Source: an optimization exercise on an open RTL-to-GDS flow (aim: small area, a short achievable clock period and few clock cycles). Production flows keep margins and buffers that such runs may drop. Function was checked by simulation only, so behaviour that the tests miss may differ from the original. Power figures rest on the tool's default switching activity, not on a simulated workload.

==> flow/design.v (excerpt) <==
module ev3_framer #(
    parameter [31:0] MEM_SIZE   = 32'd4096,
    parameter [7:0]  SYS_BASE   = 8'h00,
    parameter [7:0]  CMD_BASE   = 8'h40,
    parameter [7:0]  INFO_BASE  = 8'h80,
    parameter [7:0]  DATA_BASE  = 8'hC0,
    parameter [2:0]  SUB_TYPE   = 3'd0,
    parameter [2:0]  SUB_MODES  = 3'd1,
    parameter [2:0]  SUB_SPEED  = 3'd2,
    parameter [2:0]  SUB_SELECT = 3'd3,
    parameter [2:0]  SUB_WRITE  = 3'd4
) (
    input  wire        clk,
    input  wire        rst,           
    input  wire        bus_we,
    input  wire [5:0]  bus_addr,
    input  wire [31:0] bus_wdata,
    output reg  [31:0] bus_rdata,     
    output wire        busy,          
    output wire        mem_req,
    output wire        mem_we,
    output wire [11:0] mem_addr,
    output wire [7:0]  mem_wdata,
    input  wire [7:0]  mem_rdata,
    input  wire        mem_gnt
);
==> flow/config.mk <==
export PLATFORM = sky130hd
export DESIGN_NAME = ev3_framer
export DESIGN_NICKNAME = ev3_framer
export VERILOG_FILES = /design/flow/design.v
export SDC_FILE = /design/flow/constraint.sdc
export NUM_CORES = 4
export LEC_CHECK = 0
export CAP_MARGIN = 20
export CORE_MARGIN = 2
export CORE_UTILIZATION = 65
export CTS_BUF_LIST = sky130_fd_sc_hd__clkbuf_8
export CTS_CLUSTER_DIAMETER = 100
export CTS_CLUSTER_SIZE = 12
export PLACE_DENSITY = 0.8
export SETUP_SLACK_MARGIN = 3.5
export SLEW_MARGIN = 20
==> flow/constraint.sdc <==
create_clock -name core_clock -period 8.0 [get_ports {clk}]
set_input_delay 1.6000 -clock core_clock [delete_from_list [all_inputs] [get_ports {clk}]]
set_output_delay 1.6000 -clock core_clock [all_outputs]
set_load 0.01 [all_outputs]
standard.sh (not shown) runs the stock make flow with config.mk's settings and CLKGATE_MAP_FILE= SYNTH_SCRIPT=/design/flow/synth_recipe.tcl, a recipe that flattens the netlist after the stock synthesis.
==> flow/flow/run.sh <==
#!/bin/bash
# The standard layout (standard.sh), with two changes:
# - the port buffers that buffer_ports inserts are plain buf_1 cells
#   instead of the delay cells it picks by default (the resizer still
#   upsizes them where timing needs it);
# - synthesis also leaves out a few slow multi-input AOI/OAI cells (added
#   to the platform's don't-use list), which otherwise sit on the register
#   read mux with no larger size for the resizer to use.
# Each tool's full output stays in the ORFS logs under orfs/logs; the make
# output goes to standard.log.
set -euo pipefail
export BUFFER_PORTS_ARGS="-buffer_cell sky130_fd_sc_hd__buf_1"
DU="sky130_fd_sc_hd__lpflow_bleeder_1 sky130_fd_sc_hd__lpflow_clkbufkapwr_1 sky130_fd_sc_hd__lpflow_clkbufkapwr_16 sky130_fd_sc_hd__lpflow_clkbufkapwr_2 sky130_fd_sc_hd__lpflow_clkbufkapwr_4 sky130_fd_sc_hd__lpflow_clkbufkapwr_8 sky130_fd_sc_hd__lpflow_clkinvkapwr_1 sky130_fd_sc_hd__lpflow_clkinvkapwr_16 sky130_fd_sc_hd__lpflow_clkinvkapwr_2 sky130_fd_sc_hd__lpflow_clkinvkapwr_4 sky130_fd_sc_hd__lpflow_clkinvkapwr_8 sky130_fd_sc_hd__lpflow_decapkapwr_12 sky130_fd_sc_hd__lpflow_decapkapwr_3 sky130_fd_sc_hd__lpflow_decapkapwr_4 sky130_fd_sc_hd__lpflow_decapkapwr_6 sky130_fd_sc_hd__lpflow_decapkapwr_8 sky130_fd_sc_hd__lpflow_inputiso0n_1 sky130_fd_sc_hd__lpflow_inputiso0p_1 sky130_fd_sc_hd__lpflow_inputiso1n_1 sky130_fd_sc_hd__lpflow_inputiso1p_1 sky130_fd_sc_hd__lpflow_inputisolatch_1 sky130_fd_sc_hd__lpflow_isobufsrc_1 sky130_fd_sc_hd__lpflow_isobufsrc_16 sky130_fd_sc_hd__lpflow_isobufsrc_2 sky130_fd_sc_hd__lpflow_isobufsrc_4 sky130_fd_sc_hd__lpflow_isobufsrc_8 sky130_fd_sc_hd__lpflow_isobufsrckapwr_16 sky130_fd_sc_hd__lpflow_lsbuf_lh_hl_isowell_tap_1 sky130_fd_sc_hd__lpflow_lsbuf_lh_hl_isowell_tap_2 sky130_fd_sc_hd__lpflow_lsbuf_lh_hl_isowell_tap_4 sky130_fd_sc_hd__lpflow_lsbuf_lh_isowell_4 sky130_fd_sc_hd__lpflow_lsbuf_lh_isowell_tap_1 sky130_fd_sc_hd__lpflow_lsbuf_lh_isowell_tap_2 sky130_fd_sc_hd__lpflow_lsbuf_lh_isowell_tap_4 sky130_fd_sc_hd__probe_p_8 sky130_fd_sc_hd__probec_p_8  sky130_fd_sc_hd__a222oi_1 sky130_fd_sc_hd__a2111oi_0 sky130_fd_sc_hd__o2111ai_1 sky130_fd_sc_hd__a2111o_1 sky130_fd_sc_hd__o2111a_1"
bash standard.sh DONT_USE_CELLS="$DU" finish > standard.log 2>&1
Testbench counts at the start, summed over its fixed seeds: cycles 97,987.
Next try:
==> flow/run.sh (new file) <==
#!/bin/bash
# synth_recipe.tcl (not shown) runs the flow's synth.tcl, then flattens the netlist and writes it again
# the make line also repeats each setting of config.mk as NAME=value (left out here)
make -C /OpenROAD-flow-scripts/flow DESIGN_CONFIG=/design/flow/config.mk WORK_HOME=/design/flow/orfs CLKGATE_MAP_FILE= SYNTH_SCRIPT=/design/flow/synth_recipe.tcl finish
--- a/flow/config.mk
+++ b/flow/config.mk
@@ -9,3 +9,3 @@
 export CORE_MARGIN = 2
-export CORE_UTILIZATION = 65
+export CORE_UTILIZATION = 40
 export CTS_BUF_LIST = sky130_fd_sc_hd__clkbuf_8
@@ -13,3 +13,2 @@
 export CTS_CLUSTER_SIZE = 12
-export PLACE_DENSITY = 0.8
 export SETUP_SLACK_MARGIN = 3.5
removed: flow/flow/run.sh
removed: flow/standard.sh
After rerunning:
- The new run passed the timing, DRC and antenna checks
- total power goes up by 1.7%
- first-iteration DRC count decreases by 35%
- setup slack gets worse by 0.21 ns
- non-clock buffer count is higher by 47
- count of clock-buffer cells in the layout is unchanged
- cell area grows by 6.2%
- critical path depth grows by 1
- synthesized cell count went down by 0.65%
- global-route usage decreases by 14 points
- via count is lower by 2.5%

re-timing with driven ports:
How much do the figures lean on ideal ports? The routed layouts below were timed once more, with nothing changed but the port constraints.
Step 1: set_driving_cell puts a clkbuf_16 on clk and a buf_2 on each other input, an assumption about the parent block.
Step 2 also shifts input and output timing later by t, the mid clock arrival at the registers, as if the neighbouring blocks saw the same clock.
Slacks: no drivers / after step 1 / after step 2; pairs: no drivers / after step 1.
| run | t (ns) | setup slack, ns | clock arrival spread, ns | worst data-port slew with drivers (ns) |
|---|---|---|---|---|
| the first run | 0.648 | 3.355 / 3.231 / 2.976 | 0.090 / 0.089 | 0.15 |
| the second run | 0.683 | 3.141 / 3.080 / 3.010 | 0.045 / 0.045 | 0.06 |
After both steps every run listed still meets setup and hold. For the first run, which loses most, drivers alone change the setup slack by -0.124 ns; drivers and shift together by -0.379 ns.
